Background: an optimization exercise with open tools, aiming at small area, a short achievable clock period and few clock cycles. Do not read the settings as production practice. For this run, only the layout was checked, not whether the RTL still works.

==> design/flow/design.v <==
module psyn_sine_lut (
    input  wire [8:0] idx,
    output reg  [7:0] val
);
    always @(*) begin
        case (idx)
            9'd0: val = 8'd0;
            9'd1: val = 8'd1;
            9'd2: val = 8'd2;
            9'd3: val = 8'd3;
            9'd4: val = 8'd4;
            9'd5: val = 8'd6;
            9'd6: val = 8'd7;
            9'd7: val = 8'd8;
            9'd8: val = 8'd9;
            9'd9: val = 8'd10;
            9'd10: val = 8'd11;
            9'd11: val = 8'd12;
            9'd12: val = 8'd13;
            9'd13: val = 8'd14;
            9'd14: val = 8'd16;
            9'd15: val = 8'd17;
            9'd16: val = 8'd18;
            9'd17: val = 8'd19;
            9'd18: val = 8'd20;
            9'd19: val = 8'd21;
            9'd20: val = 8'd22;
            9'd21: val = 8'd23;
            9'd22: val = 8'd24;
            9'd23: val = 8'd25;
            9'd24: val = 8'd27;
            9'd25: val = 8'd28;
            9'd26: val = 8'd29;
            9'd27: val = 8'd30;
            9'd28: val = 8'd31;
            9'd29: val = 8'd32;
            9'd30: val = 8'd33;
            9'd31: val = 8'd34;
            9'd32: val = 8'd35;
            9'd33: val = 8'd36;
            9'd34: val = 8'd38;
            9'd35: val = 8'd39;
            9'd36: val = 8'd40;
            9'd37: val = 8'd41;
            9'd38: val = 8'd42;
            9'd39: val = 8'd43;
            9'd40: val = 8'd44;
            9'd41: val = 8'd45;
            9'd42: val = 8'd46;
            9'd43: val = 8'd47;
            9'd44: val = 8'd48;
            9'd45: val = 8'd50;
            9'd46: val = 8'd51;
            9'd47: val = 8'd52;
            9'd48: val = 8'd53;
            9'd49: val = 8'd54;
            9'd50: val = 8'd55;
            9'd51: val = 8'd56;
            9'd52: val = 8'd57;
            9'd53: val = 8'd58;
            9'd54: val = 8'd59;
            9'd55: val = 8'd60;
            9'd56: val = 8'd61;
            9'd57: val = 8'd63;
            9'd58: val = 8'd64;
            9'd59: val = 8'd65;
            9'd60: val = 8'd66;
            9'd61: val = 8'd67;
            9'd62: val = 8'd68;
            9'd63: val = 8'd69;
            9'd64: val = 8'd70;
            9'd65: val = 8'd71;
            9'd66: val = 8'd72;
            9'd67: val = 8'd73;
            9'd68: val = 8'd74;
            9'd69: val = 8'd75;
            9'd70: val = 8'd76;
            9'd71: val = 8'd77;
            9'd72: val = 8'd78;
            9'd73: val = 8'd80;
            9'd74: val = 8'd81;
            9'd75: val = 8'd82;
            9'd76: val = 8'd83;
            9'd77: val = 8'd84;
            9'd78: val = 8'd85;
            9'd79: val = 8'd86;
            9'd80: val = 8'd87;
            9'd81: val = 8'd88;
            9'd82: val = 8'd89;
            9'd83: val = 8'd90;
            9'd84: val = 8'd91;
            9'd85: val = 8'd92;
            9'd86: val = 8'd93;
            9'd87: val = 8'd94;
            9'd88: val = 8'd95;
            9'd89: val = 8'd96;
            9'd90: val = 8'd97;
            9'd91: val = 8'd98;
            9'd92: val = 8'd99;
            9'd93: val = 8'd100;
            9'd94: val = 8'd101;
            9'd95: val = 8'd102;
            9'd96: val = 8'd103;
            9'd97: val = 8'd104;
            9'd98: val = 8'd105;
            9'd99: val = 8'd106;
            9'd100: val = 8'd107;
            9'd101: val = 8'd108;
            9'd102: val = 8'd109;
            9'd103: val = 8'd110;
            9'd104: val = 8'd111;
            9'd105: val = 8'd112;
            9'd106: val = 8'd113;
            9'd107: val = 8'd114;
            9'd108: val = 8'd115;
            9'd109: val = 8'd116;
            9'd110: val = 8'd117;
            9'd111: val = 8'd118;
            9'd112: val = 8'd119;
            9'd113: val = 8'd120;
            9'd114: val = 8'd121;
            9'd115: val = 8'd122;
            9'd116: val = 8'd123;
            9'd117: val = 8'd124;
            9'd118: val = 8'd125;
            9'd119: val = 8'd126;
            9'd120: val = 8'd127;
            9'd121: val = 8'd128;
            9'd122: val = 8'd129;
            9'd123: val = 8'd130;
            9'd124: val = 8'd131;
            9'd125: val = 8'd132;
            9'd126: val = 8'd133;
            9'd127: val = 8'd134;
            9'd128: val = 8'd135;
            9'd129: val = 8'd136;
            9'd130: val = 8'd136;
            9'd131: val = 8'd137;
            9'd132: val = 8'd138;
            9'd133: val = 8'd139;
            9'd134: val = 8'd140;
            9'd135: val = 8'd141;
            9'd136: val = 8'd142;
            9'd137: val = 8'd143;
            9'd138: val = 8'd144;
            9'd139: val = 8'd145;
            9'd140: val = 8'd146;
            9'd141: val = 8'd147;
            9'd142: val = 8'd147;
            9'd143: val = 8'd148;
            9'd144: val = 8'd149;
            9'd145: val = 8'd150;
            9'd146: val = 8'd151;
            9'd147: val = 8'd152;
            9'd148: val = 8'd153;
            9'd149: val = 8'd154;
            9'd150: val = 8'd155;
            9'd151: val = 8'd156;
            9'd152: val = 8'd156;
            9'd153: val = 8'd157;
            9'd154: val = 8'd158;
            9'd155: val = 8'd159;
            9'd156: val = 8'd160;
            9'd157: val = 8'd161;
            9'd158: val = 8'd162;
            9'd159: val = 8'd162;
            9'd160: val = 8'd163;
            9'd161: val = 8'd164;
            9'd162: val = 8'd165;
            9'd163: val = 8'd166;
            9'd164: val = 8'd167;
            9'd165: val = 8'd167;
            9'd166: val = 8'd168;
            9'd167: val = 8'd169;
            9'd168: val = 8'd170;
            9'd169: val = 8'd171;
            9'd170: val = 8'd172;
            9'd171: val = 8'd172;
            9'd172: val = 8'd173;
            9'd173: val = 8'd174;
            9'd174: val = 8'd175;
            9'd175: val = 8'd176;
            9'd176: val = 8'd176;
            9'd177: val = 8'd177;
            9'd178: val = 8'd178;
            9'd179: val = 8'd179;
            9'd180: val = 8'd180;
            9'd181: val = 8'd180;
            9'd182: val = 8'd181;
            9'd183: val = 8'd182;
            9'd184: val = 8'd183;
            9'd185: val = 8'd183;
            9'd186: val = 8'd184;
            9'd187: val = 8'd185;
            9'd188: val = 8'd186;
            9'd189: val = 8'd187;
            9'd190: val = 8'd187;
            9'd191: val = 8'd188;
            9'd192: val = 8'd189;
            9'd193: val = 8'd189;
            9'd194: val = 8'd190;
            9'd195: val = 8'd191;
            9'd196: val = 8'd192;
            9'd197: val = 8'd192;
            9'd198: val = 8'd193;
            9'd199: val = 8'd194;
            9'd200: val = 8'd195;
            9'd201: val = 8'd195;
            9'd202: val = 8'd196;
            9'd203: val = 8'd197;
            9'd204: val = 8'd197;
            9'd205: val = 8'd198;
            9'd206: val = 8'd199;
            9'd207: val = 8'd199;
            9'd208: val = 8'd200;
            9'd209: val = 8'd201;
            9'd210: val = 8'd202;
            9'd211: val = 8'd202;
            9'd212: val = 8'd203;
            9'd213: val = 8'd204;
            9'd214: val = 8'd204;
            9'd215: val = 8'd205;
            9'd216: val = 8'd205;
            9'd217: val = 8'd206;
            9'd218: val = 8'd207;
            9'd219: val = 8'd207;
            9'd220: val = 8'd208;
            9'd221: val = 8'd209;
            9'd222: val = 8'd209;
            9'd223: val = 8'd210;
            9'd224: val = 8'd211;
            9'd225: val = 8'd211;
            9'd226: val = 8'd212;
            9'd227: val = 8'd212;
            9'd228: val = 8'd213;
            9'd229: val = 8'd214;
            9'd230: val = 8'd214;
            9'd231: val = 8'd215;
            9'd232: val = 8'd215;
            9'd233: val = 8'd216;
            9'd234: val = 8'd217;
            9'd235: val = 8'd217;
            9'd236: val = 8'd218;
            9'd237: val = 8'd218;
            9'd238: val = 8'd219;
            9'd239: val = 8'd219;
            9'd240: val = 8'd220;
            9'd241: val = 8'd221;
            9'd242: val = 8'd221;
            9'd243: val = 8'd222;
            9'd244: val = 8'd222;
            9'd245: val = 8'd223;
            9'd246: val = 8'd223;
            9'd247: val = 8'd224;
            9'd248: val = 8'd224;
            9'd249: val = 8'd225;
            9'd250: val = 8'd225;
            9'd251: val = 8'd226;
            9'd252: val = 8'd226;
            9'd253: val = 8'd227;
            9'd254: val = 8'd227;
            9'd255: val = 8'd228;
            9'd256: val = 8'd228;
            9'd257: val = 8'd229;
            9'd258: val = 8'd229;
            9'd259: val = 8'd230;
            9'd260: val = 8'd230;
            9'd261: val = 8'd231;
            9'd262: val = 8'd231;
            9'd263: val = 8'd232;
            9'd264: val = 8'd232;
            9'd265: val = 8'd232;
            9'd266: val = 8'd233;
            9'd267: val = 8'd233;
            9'd268: val = 8'd234;
            9'd269: val = 8'd234;
            9'd270: val = 8'd235;
            9'd271: val = 8'd235;
            9'd272: val = 8'd236;
            9'd273: val = 8'd236;
            9'd274: val = 8'd236;
            9'd275: val = 8'd237;
            9'd276: val = 8'd237;
            9'd277: val = 8'd238;
            9'd278: val = 8'd238;
            9'd279: val = 8'd238;
            9'd280: val = 8'd239;
            9'd281: val = 8'd239;
            9'd282: val = 8'd239;
            9'd283: val = 8'd240;
            9'd284: val = 8'd240;
            9'd285: val = 8'd241;
            9'd286: val = 8'd241;
            9'd287: val = 8'd241;
            9'd288: val = 8'd242;
            9'd289: val = 8'd242;
            9'd290: val = 8'd242;
            9'd291: val = 8'd243;
            9'd292: val = 8'd243;
            9'd293: val = 8'd243;
            9'd294: val = 8'd244;
            9'd295: val = 8'd244;
            9'd296: val = 8'd244;
            9'd297: val = 8'd244;
            9'd298: val = 8'd245;
            9'd299: val = 8'd245;
            9'd300: val = 8'd245;
            9'd301: val = 8'd246;
            9'd302: val = 8'd246;
            9'd303: val = 8'd246;
            9'd304: val = 8'd246;
            9'd305: val = 8'd247;
            9'd306: val = 8'd247;
            9'd307: val = 8'd247;
            9'd308: val = 8'd247;
            9'd309: val = 8'd248;
            9'd310: val = 8'd248;
            9'd311: val = 8'd248;
            9'd312: val = 8'd248;
            9'd313: val = 8'd249;
            9'd314: val = 8'd249;
            9'd315: val = 8'd249;
            9'd316: val = 8'd249;
            9'd317: val = 8'd250;
            9'd318: val = 8'd250;
            9'd319: val = 8'd250;
            9'd320: val = 8'd250;
            9'd321: val = 8'd250;
            9'd322: val = 8'd251;
            9'd323: val = 8'd251;
            9'd324: val = 8'd251;
            9'd325: val = 8'd251;
            9'd326: val = 8'd251;
            9'd327: val = 8'd251;
            9'd328: val = 8'd252;
            9'd329: val = 8'd252;
            9'd330: val = 8'd252;
            9'd331: val = 8'd252;
            9'd332: val = 8'd252;
            9'd333: val = 8'd252;
            9'd334: val = 8'd252;
            9'd335: val = 8'd252;
            9'd336: val = 8'd253;
            9'd337: val = 8'd253;
            9'd338: val = 8'd253;
            9'd339: val = 8'd253;
            9'd340: val = 8'd253;
            9'd341: val = 8'd253;
            9'd342: val = 8'd253;
            9'd343: val = 8'd253;
            9'd344: val = 8'd253;
            9'd345: val = 8'd253;
            9'd346: val = 8'd254;
            9'd347: val = 8'd254;
            9'd348: val = 8'd254;
            9'd349: val = 8'd254;
            9'd350: val = 8'd254;
            9'd351: val = 8'd254;
            9'd352: val = 8'd254;
            9'd353: val = 8'd254;
            9'd354: val = 8'd254;
            9'd355: val = 8'd254;
            9'd356: val = 8'd254;
            9'd357: val = 8'd254;
            9'd358: val = 8'd254;
            9'd359: val = 8'd254;
            default: val = 8'd0;
        endcase
    end
endmodule
module psyn_core #(
    parameter N             = 8,
    parameter SAMPLE_RATE   = 32000,
    parameter MAX_FREQUENCY = 16000
) (
    input  wire        clk,
    input  wire        rst,
    input  wire        op_valid,
    input  wire        op_tick,
    input  wire [31:0] op_word,
    output wire        op_ready,
    output reg         resp_valid,
    output reg  [2:0]  resp_status,
    output reg  [15:0] resp_sample
);
    localparam CW = (N > 1) ? $clog2(N) : 1;
    localparam [2:0] ST_OK        = 3'd0;
    localparam [2:0] ST_INV_EVENT = 3'd1;
    localparam [2:0] ST_RANGE     = 3'd2;
    localparam [2:0] ST_BUSY      = 3'd3;
    localparam [2:0] ST_INV_CHAN  = 3'd4;
    localparam [3:0] K_END    = 4'd0;
    localparam [3:0] K_TIME   = 4'd1;
    localparam [3:0] K_ENABLE = 4'd2;
    localparam [3:0] K_MUTE   = 4'd3;
    localparam [3:0] K_SETF   = 4'd4;
    localparam [3:0] K_FSTEP  = 4'd5;
    localparam [3:0] K_PMSRC  = 4'd6;
    localparam [3:0] K_SETA   = 4'd7;
    localparam [3:0] K_ASTEP  = 4'd8;
    localparam [3:0] K_AMSRC  = 4'd9;
    localparam [3:0] K_ASCALE = 4'd10;
    localparam [3:0] K_SINT   = 4'd11;
    reg [16*N-1:0] last_sample_q;
    reg [16*N-1:0] time_q;
    reg [16*N-1:0] frequency_q;
    reg [16*N-1:0] frequency_step_q;
    reg [16*N-1:0] step_interval_q;
    reg [8*N-1:0]  amplitude_q;
    reg [8*N-1:0]  amplitude_step_q;
    reg [5*N-1:0]  amplitude_scale_q;
    reg [N-1:0]    pm_en_q;
    reg [CW*N-1:0] pm_src_q;
    reg [N-1:0]    am_en_q;
    reg [CW*N-1:0] am_src_q;
    reg [15:0] enabled_mask_q;
    reg [15:0] muted_mask_q;
    reg [15:0] remaining_q;
    reg [15:0] lfsr_q;
    wire [15:0] lfsr_next = {lfsr_q[14:0], lfsr_q[15] ^ lfsr_q[13] ^ lfsr_q[12] ^ lfsr_q[10]};
    reg        busy_q;      
    reg [CW-1:0] ch_q;      
    reg signed [19:0] acc_q;
    assign op_ready = !busy_q;
    wire accept    = op_valid && op_ready;
    wire do_apply  = accept && !op_tick;
    wire tick_req  = accept && op_tick;
    wire [3:0]  ev_kind = op_word[31:28];
    wire [3:0]  ev_chan = op_word[27:24];
    wire [15:0] ev_val  = op_word[15:0];
    wire        running = (remaining_q != 16'd0);
    wire        src_dis = (ev_val == 16'hFFFF);
    reg [2:0] ev_status;
    reg       ev_write;    
    always @(*) begin
        ev_status = ST_OK;
        ev_write  = 1'b1;
        if (ev_kind == K_END || ev_kind == K_TIME) begin
            ev_status = ST_OK;
        end else if (running) begin
            ev_status = ST_BUSY;
            ev_write  = 1'b0;
        end else if (ev_kind >= 4'd12) begin
            ev_status = ST_INV_EVENT;
            ev_write  = 1'b0;
        end else if (ev_kind == K_ENABLE || ev_kind == K_MUTE) begin
            ev_status = ST_OK;
        end else if (ev_chan >= N) begin
            ev_status = ST_INV_CHAN;
            ev_write  = 1'b0;
        end else if ((ev_kind == K_PMSRC || ev_kind == K_AMSRC) && !src_dis && ev_val[3:0] >= N) begin
            ev_status = ST_INV_CHAN;
            ev_write  = 1'b0;
        end else if (ev_kind == K_ASCALE && ev_val > 16'd31) begin
            ev_status = ST_RANGE;
            ev_write  = 1'b0;
        end
    end
    wire [15:0]   v_frequency  = frequency_q[ch_q*16 +: 16];
    wire [15:0]   v_time       = time_q[ch_q*16 +: 16];
    wire [15:0]   v_fstep      = frequency_step_q[ch_q*16 +: 16];
    wire [15:0]   v_interval   = step_interval_q[ch_q*16 +: 16];
    wire [7:0]    v_amplitude  = amplitude_q[ch_q*8 +: 8];
    wire [7:0]    v_astep      = amplitude_step_q[ch_q*8 +: 8];
    wire [4:0]    v_scale      = amplitude_scale_q[ch_q*5 +: 5];
    wire          v_pm_en      = pm_en_q[ch_q];
    wire [CW-1:0] v_pm_src     = pm_src_q[ch_q*CW +: CW];
    wire          v_am_en      = am_en_q[ch_q];
    wire [CW-1:0] v_am_src     = am_src_q[ch_q*CW +: CW];
    wire [15:0]   v_last       = last_sample_q[ch_q*16 +: 16];
    wire          v_enabled    = enabled_mask_q[ch_q];
    wire          v_muted      = muted_mask_q[ch_q];
    wire signed [15:0] am_sample = last_sample_q[v_am_src*16 +: 16];
    wire signed [15:0] pm_sample = last_sample_q[v_pm_src*16 +: 16];
    wire signed [17:0] amp = $signed({10'd0, v_amplitude}) +
                             (v_am_en ? {{2{am_sample[15]}}, am_sample} : 18'sd0);
    wire [43:0] ang_prod = 44'd1440 * v_frequency * v_time;
    wire [43:0] ang_raw  = ang_prod / SAMPLE_RATE;
    wire signed [45:0] ang_pm = $signed({2'b00, ang_raw}) +
                                (v_pm_en ? {{30{pm_sample[15]}}, pm_sample} : 46'sd0);
    wire signed [45:0] ang_rem = ang_pm % 46'sd1440;
    wire signed [45:0] ang_mod = (ang_rem < 0) ? ang_rem + 46'sd1440 : ang_rem;
    wire [10:0] ang = ang_mod[10:0];
    wire        sin_neg  = (ang >= 11'd720);
    wire [10:0] ang_half = sin_neg ? (11'd1439 - ang) : ang;
    wire [10:0] ang_q    = (ang_half >= 11'd360) ? (11'd719 - ang_half) : ang_half;
    wire [7:0]  lut_val;
    psyn_sine_lut u_lut (.idx(ang_q[8:0]), .val(lut_val));
    wire signed [8:0] sine = sin_neg ? -$signed({1'b0, lut_val}) : $signed({1'b0, lut_val});
    wire signed [8:0] noise_r = lfsr_q[8:0];
    wire v_is_dc    = (v_frequency == 16'd0);
    wire v_is_noise = (v_frequency == 16'hFFFF);
    wire amp_nz     = (amp != 18'sd0);
    reg signed [26:0] s_raw;
    always @(*) begin
        if (v_is_dc)
            s_raw = amp;
        else if (v_is_noise)
            s_raw = noise_r * amp;
        else
            s_raw = sine * amp;
    end
    wire signed [26:0] s_shift = amp_nz ? (s_raw >>> v_scale) : 27'sd0;
    wire signed [15:0] s_clip = (s_shift > 27'sd32767)  ? 16'sh7FFF :
                                (s_shift < -27'sd32768) ? 16'sh8000 :
                                s_shift[15:0];
    wire ramp_tick = (v_interval != 16'd0) && ((v_time % v_interval) == 16'd0);
    wire signed [17:0] f_sum = $signed({2'b00, v_frequency}) + {{2{v_fstep[15]}}, v_fstep};
    wire [15:0] f_ramped = (f_sum < 0) ? 16'd0 :
                           (f_sum > MAX_FREQUENCY) ? MAX_FREQUENCY[15:0] : f_sum[15:0];
    wire signed [9:0] a_sum = $signed({2'b00, v_amplitude}) + {{2{v_astep[7]}}, v_astep};
    wire noise_draw = v_is_noise && amp_nz;
    wire signed [15:0] mix_in  = v_enabled ? s_clip : $signed(v_last);
    wire signed [19:0] acc_add = acc_q + (v_muted ? 20'sd0 : {{4{mix_in[15]}}, mix_in});
    wire signed [15:0] acc_sat = (acc_add > 20'sd32767)  ? 16'sh7FFF :
                                 (acc_add < -20'sd32768) ? 16'sh8000 :
                                 acc_add[15:0];
    wire last_ch = (ch_q == N - 1);
    integer i;
    always @(posedge clk) begin
        if (rst) begin
            last_sample_q     <= {16*N{1'b0}};
            time_q            <= {16*N{1'b0}};
            frequency_q       <= {16*N{1'b0}};
            frequency_step_q  <= {16*N{1'b0}};
            step_interval_q   <= {16*N{1'b0}};
            amplitude_q       <= {8*N{1'b0}};
            amplitude_step_q  <= {8*N{1'b0}};
            amplitude_scale_q <= {5*N{1'b0}};
            pm_en_q           <= {N{1'b0}};
            pm_src_q          <= {CW*N{1'b0}};
            am_en_q           <= {N{1'b0}};
            am_src_q          <= {CW*N{1'b0}};
            enabled_mask_q    <= 16'd0;
            muted_mask_q      <= 16'd0;
            remaining_q       <= 16'd0;
            lfsr_q            <= 16'hACE1;
            busy_q            <= 1'b0;
            ch_q              <= {CW{1'b0}};
            acc_q             <= 20'sd0;
            resp_valid        <= 1'b0;
            resp_status       <= 3'd0;
            resp_sample       <= 16'd0;
        end else begin
            resp_valid <= 1'b0;
            if (do_apply) begin
                resp_valid  <= 1'b1;
                resp_status <= ev_status;
                resp_sample <= 16'd0;
                if (ev_write) begin
                    case (ev_kind)
                        K_END: begin
                            last_sample_q     <= {16*N{1'b0}};
                            time_q            <= {16*N{1'b0}};
                            frequency_q       <= {16*N{1'b0}};
                            frequency_step_q  <= {16*N{1'b0}};
                            step_interval_q   <= {16*N{1'b0}};
                            amplitude_q       <= {8*N{1'b0}};
                            amplitude_step_q  <= {8*N{1'b0}};
                            amplitude_scale_q <= {5*N{1'b0}};
                            pm_en_q           <= {N{1'b0}};
                            pm_src_q          <= {CW*N{1'b0}};
                            am_en_q           <= {N{1'b0}};
                            am_src_q          <= {CW*N{1'b0}};
                            enabled_mask_q    <= 16'd0;
                            muted_mask_q      <= 16'd0;
                            remaining_q       <= 16'd0;
                        end
                        K_TIME:   remaining_q    <= ev_val;
                        K_ENABLE: enabled_mask_q <= ev_val;
                        K_MUTE:   muted_mask_q   <= ev_val;
                        K_SETF: begin
                            frequency_q[ev_chan[CW-1:0]*16 +: 16] <= ev_val;
                            time_q[ev_chan[CW-1:0]*16 +: 16]      <= 16'd0;
                        end
                        K_FSTEP:  frequency_step_q[ev_chan[CW-1:0]*16 +: 16] <= ev_val;
                        K_PMSRC: begin
                            pm_en_q[ev_chan[CW-1:0]]             <= !src_dis;
                            pm_src_q[ev_chan[CW-1:0]*CW +: CW]   <= src_dis ? {CW{1'b0}} : ev_val[CW-1:0];
                        end
                        K_SETA:   amplitude_q[ev_chan[CW-1:0]*8 +: 8]      <= ev_val[7:0];
                        K_ASTEP:  amplitude_step_q[ev_chan[CW-1:0]*8 +: 8] <= ev_val[7:0];
                        K_AMSRC: begin
                            am_en_q[ev_chan[CW-1:0]]             <= !src_dis;
                            am_src_q[ev_chan[CW-1:0]*CW +: CW]   <= src_dis ? {CW{1'b0}} : ev_val[CW-1:0];
                        end
                        K_ASCALE: amplitude_scale_q[ev_chan[CW-1:0]*5 +: 5] <= ev_val[4:0];
                        K_SINT:   step_interval_q[ev_chan[CW-1:0]*16 +: 16]  <= ev_val;
                        default: ;
                    endcase
                end
            end
            if (tick_req) begin
                if (running) begin
                    busy_q <= 1'b1;
                    ch_q   <= {CW{1'b0}};
                    acc_q  <= 20'sd0;
                end else begin
                    resp_valid  <= 1'b1;
                    resp_status <= ST_OK;
                    resp_sample <= 16'd0;
                end
            end
            if (busy_q) begin
                if (v_enabled) begin
                    last_sample_q[ch_q*16 +: 16] <= s_clip;
                    time_q[ch_q*16 +: 16]        <= v_time + 16'd1;
                    if (noise_draw)
                        lfsr_q <= lfsr_next;
                    if (ramp_tick) begin
                        if (v_fstep != 16'd0)
                            frequency_q[ch_q*16 +: 16] <= f_ramped;
                        if (v_astep != 8'd0) begin
                            if (a_sum < 0) begin
                                amplitude_q[ch_q*8 +: 8]      <= 8'd0;
                                amplitude_step_q[ch_q*8 +: 8] <= 8'd0;
                            end else if (a_sum > 10'sd255) begin
                                amplitude_q[ch_q*8 +: 8]      <= 8'd255;
                                amplitude_step_q[ch_q*8 +: 8] <= 8'd0;
                            end else begin
                                amplitude_q[ch_q*8 +: 8]      <= a_sum[7:0];
                            end
                        end
                    end
                end
                acc_q <= acc_add;
                ch_q  <= ch_q + 1'b1;
                if (last_ch) begin
                    busy_q      <= 1'b0;
                    remaining_q <= remaining_q - 16'd1;
                    resp_valid  <= 1'b1;
                    resp_status <= ST_OK;
                    resp_sample <= acc_sat;
                end
            end
        end
    end
endmodule
==> design/flow/run.sh <==
#!/bin/bash
# synth_recipe.tcl (not shown) runs the flow's synth.tcl, then flattens the netlist and writes it again
# the make line also repeats each setting of config.mk as NAME=value (left out here)
make -C /OpenROAD-flow-scripts/flow DESIGN_CONFIG=/design/flow/config.mk WORK_HOME=/design/flow/orfs CLKGATE_MAP_FILE= SYNTH_SCRIPT=/design/flow/synth_recipe.tcl finish
==> design/flow/config.mk <==
export PLATFORM = sky130hd
export DESIGN_NAME = psyn_core
export DESIGN_NICKNAME = psyn_core
export VERILOG_FILES = /design/flow/design.v
export SDC_FILE = /design/flow/constraint.sdc
export NUM_CORES = 4
export LEC_CHECK = 0
export CAP_MARGIN = 20
export CORE_MARGIN = 2
export CORE_UTILIZATION = 40
export SLEW_MARGIN = 20
==> design/flow/constraint.sdc <==
create_clock -name core_clock -period 90.0 [get_ports {clk}]
set_input_delay 18.0000 -clock core_clock [delete_from_list [all_inputs] [get_ports {clk}]]
set_output_delay 18.0000 -clock core_clock [all_outputs]
set_load 0.01 [all_outputs]
==> run notes <==
[registers in the layout, summed over array words and instances (netlist names)]
signal             flops
frequency_q          128
frequency_step_q     128
last_sample_q        128
step_interval_q      128
time_q               128
amplitude_q           64
amplitude_step_q      64
amplitude_scale_q     40
am_src_q              24
pm_src_q              24
acc_q                 20
lfsr_q                16
remaining_q           16
resp_sample           16
am_en_q                8
enabled_mask_q         8
muted_mask_q           8
pm_en_q                8
ch_q                   3
resp_status            3
busy_q                 1
resp_valid             1
[stage by stage]
stage	cells	instance area (um2)
after floorplan	13080	104700
after global placement	16060	108600
after detailed placement	16060	108600
after CTS	16260	112400
after global routing	16270	112500
final	16270	112600
[path summary, 6_finish.rpt]
| check | to | slack [ps] | cells after the start |
|---|---|---|---|
| worst max-delay path | resp_sample[0] | 6870 | 285 |
| worst max register to register | resp_sample[0] | 6870 | 285 |
| worst min-delay path | muted_mask_q[5] | 450 | 2 |
| worst min register to register | muted_mask_q[5] | 450 | 2 |
[cell usage after synthesis, drive strengths merged (29+ instances only)]
cell type,count
a22o,100
mux4,222
nor2,1811
a32oi,162
ha,526
and3,59
o211ai,138
or2,68
o221ai,35
xnor2,365
and2,244
o21bai,94
nand3,221
a31oi,117
nor3,332
nand2b,78
mux2,115
a31o,31
o31ai,86
mux2i,241
a21o,125
a32o,51
o21ai,532
dfxtp,964
o22ai,38
a211oi,137
xor2,124
nand2,1270
a21oi,667
inv,852
a2111oi,33
a22oi,721
fa,569
nand4,98
or3,78
nor4,75
buf,111
o2111ai,36
clkbuf,746
o21a,153
nor2b,97
a221oi,53
or4,29
a211o,49
[per-layer routing]
| metal | routed length [um] | global-route usage |
|---|---|---|
| met1 | 155800 | 0.3651 |
| met2 | 162600 | 0.4176 |
| met3 | 32680 | 0.04206 |
| met4 | 14390 | 0.09706 |
| met5 | 68 | 0 |
[final cells by class]
cell class              instances  area (um2)  area share
inverters                     860        3236     0.02875
clock buffers                 150        3108     0.02761
diodes                          3       7.507  0.00006670
repair buffers                345        2798     0.02486
well taps                    3496        4374     0.03886
flip-flops and latches        964       19310      0.1716
clock inverters                50       674.4    0.005992
multi-input cells           10400       79050      0.7023
[kinds of logic after synthesis]
| kind of cell | after synthesis |
|---|---|
| AND/OR/NAND/NOR | 4556 |
| buffers and inverters | 1719 |
| AO/OA/AOI/OAI | 3665 |
| adder cells (fa/ha/maj) | 1112 |
| flip-flops | 964 |
| XOR/XNOR | 489 |
| multiplexers | 578 |
[worst max-delay path: cells and delay by family, from the launching register on]
kind	cells	cell delay (ps)
xor+xnor	13	4330
fa+ha+maj	24	10040
buf+inv	27	4520
mux	14	5660
compound gates	155	43770
flops	1	710
simple gates	52	13780
[timing repair]
item,4_1_cts,5_1_grt
hold buffers,0,0
endpoints found under the setup margin,0,20
buffers inserted,0,3
resized for setup,0,9
==> out/metrics.cfg <==
[worst_hold_path]
min_from = muted_mask_q[5]
hold_class = register to register

[synth]
yosysTopAreaCell = dfxtp_1
syn_area_per_cell_um2 = 8.001
syn-num-nets = 14210
synth-simple-area-share = 0.1969
yosysUniqueCellTypes = 181
synth_top_family_by_area = compound AO/OA/AOI/OAI gates
netlist.area_leader.share = 0.1844
synth_cells = 13080
synth_edf_count = 0
synth_fa_ha_area_frac = 0.1733
synth_xor_area_frac = 0.04203
yosysWarnings = 2
async_flop_share = 0
synthFlopType = dfxtp_1
synth-compound-area-share = 0.2530
ys_top_cells_by_area = dfxtp_1 18%, fa_1 11%, nor2_1 6.5%
synth_area_um2 = 104700
synth.mux.area_fraction = 0.08340
ys_ff_latch = 964
yosysSeqAreaShare = 0.1844

[route]
num_vias = 100200
wire_per_inst_um = 22.47
drt-pass1-iter-count = 8
viasPerCell = 6.160
drt_wl_total_mm = 365.6
drc = 0
ant_nets = 0
drt_iter0_drc = 11530

[timing]
tightest_slew_ps = 1263
drv_slew = 0
finalCritPeriodShare = 0.9236
fin_skew_ps = 52.62
rsz0062_at_grt = no
period_needed_ps = 83130
setup_slack_ps = 6875
slew_headroom = 0.1565
hold_violations = 0
setup_viol = 0
setup_tns_ps = 0
hold_ws_ps = 451.8
max_freq_mhz = 12.03

[global_route]
grt_usage = 0.2654
antenna_found_initial = 10
grt_pass1_wl_mm = 563.8
grt_pass1_vias = 93830
grt_max_degree = 202
grt_overflow = 0

[die]
dieHeight_um = 515.6
core_um2 = 259900
io-pin-count = 57
fp-row-count = 187
die_area_um2 = 265800
die_w_um = 515.6
initial_core_util = 0.4027

[clock_tree]
cts_tree = yes
clock_sinks = 964
htreeDepth = 3
cts_buffers = 106
clk_pin_slew_ps = 60
clk_latency_ps = 780
cts-root-buf = clkbuf_16
clock_tree.buffer_depth = 3

[worst_setup_path]
cp-startpoint = ch_q[1]
slowest_stage = ha_1
worstPathMaxFanout = 52
crit_path_start_kind = register
required_ps = 90680
slowest_delay_ps = 770
crit_type = register to register
rr_startpoint = ch_q[1]
worstPathArrival_ps = 83800
crit_top_cell = a21oi_1
cp-end-kind = register

[placed_design]
pre_cts_slack_ps = 6130
portBuffers = 48
gp_congestion = 0.9211
dp_hpwl_mm = 253.4

[final_layout]
nets = 13810
syn2layout_area_growth_pct = 7.528
n_fill_cell = 26220
layout_commonest_cell = nor2_1
layout_common_cells = 1,789 x nor2_1, 1,267 x nand2_1, 961 x dfxtp_1, 838 x inv_1, 718 x a22oi_1
utilization = 0.4330
drive_above_1_share = 0.1054

[outcome]
status = no timing/DRC/antenna violations

[job]
maxCapViolCount = 0

[afterwards: timing with drivers on the ports]
How much do the figures lean on ideal ports? The routed layout below was timed once more, with nothing changed but the port constraints. Step 1 sets driving cells, clkbuf_16 on the clock port and buf_2 on the other inputs (assumed; they add their load-dependent delay and slew). Step 2, shift: input delay + t, output delay - t, t = (earliest + latest rising clock arrival at the registers) / 2. This alone moves slack from input paths to output paths. Slacks: ideal / step 1 / step 2; pairs: ideal / step 1.
t (ns): 0.835
setup WS [ns]: 6.875 / 6.875 / 6.875
worst register clock-pin slew, ns: 0.07 / 0.07
worst slew at a driven data input, ns: 0.10
cell pins on the clock port's net: 1
After both steps this run still meets setup and hold. For this run, drivers alone change the setup slack by 0.000 ns; drivers and shift together by 0.000 ns.
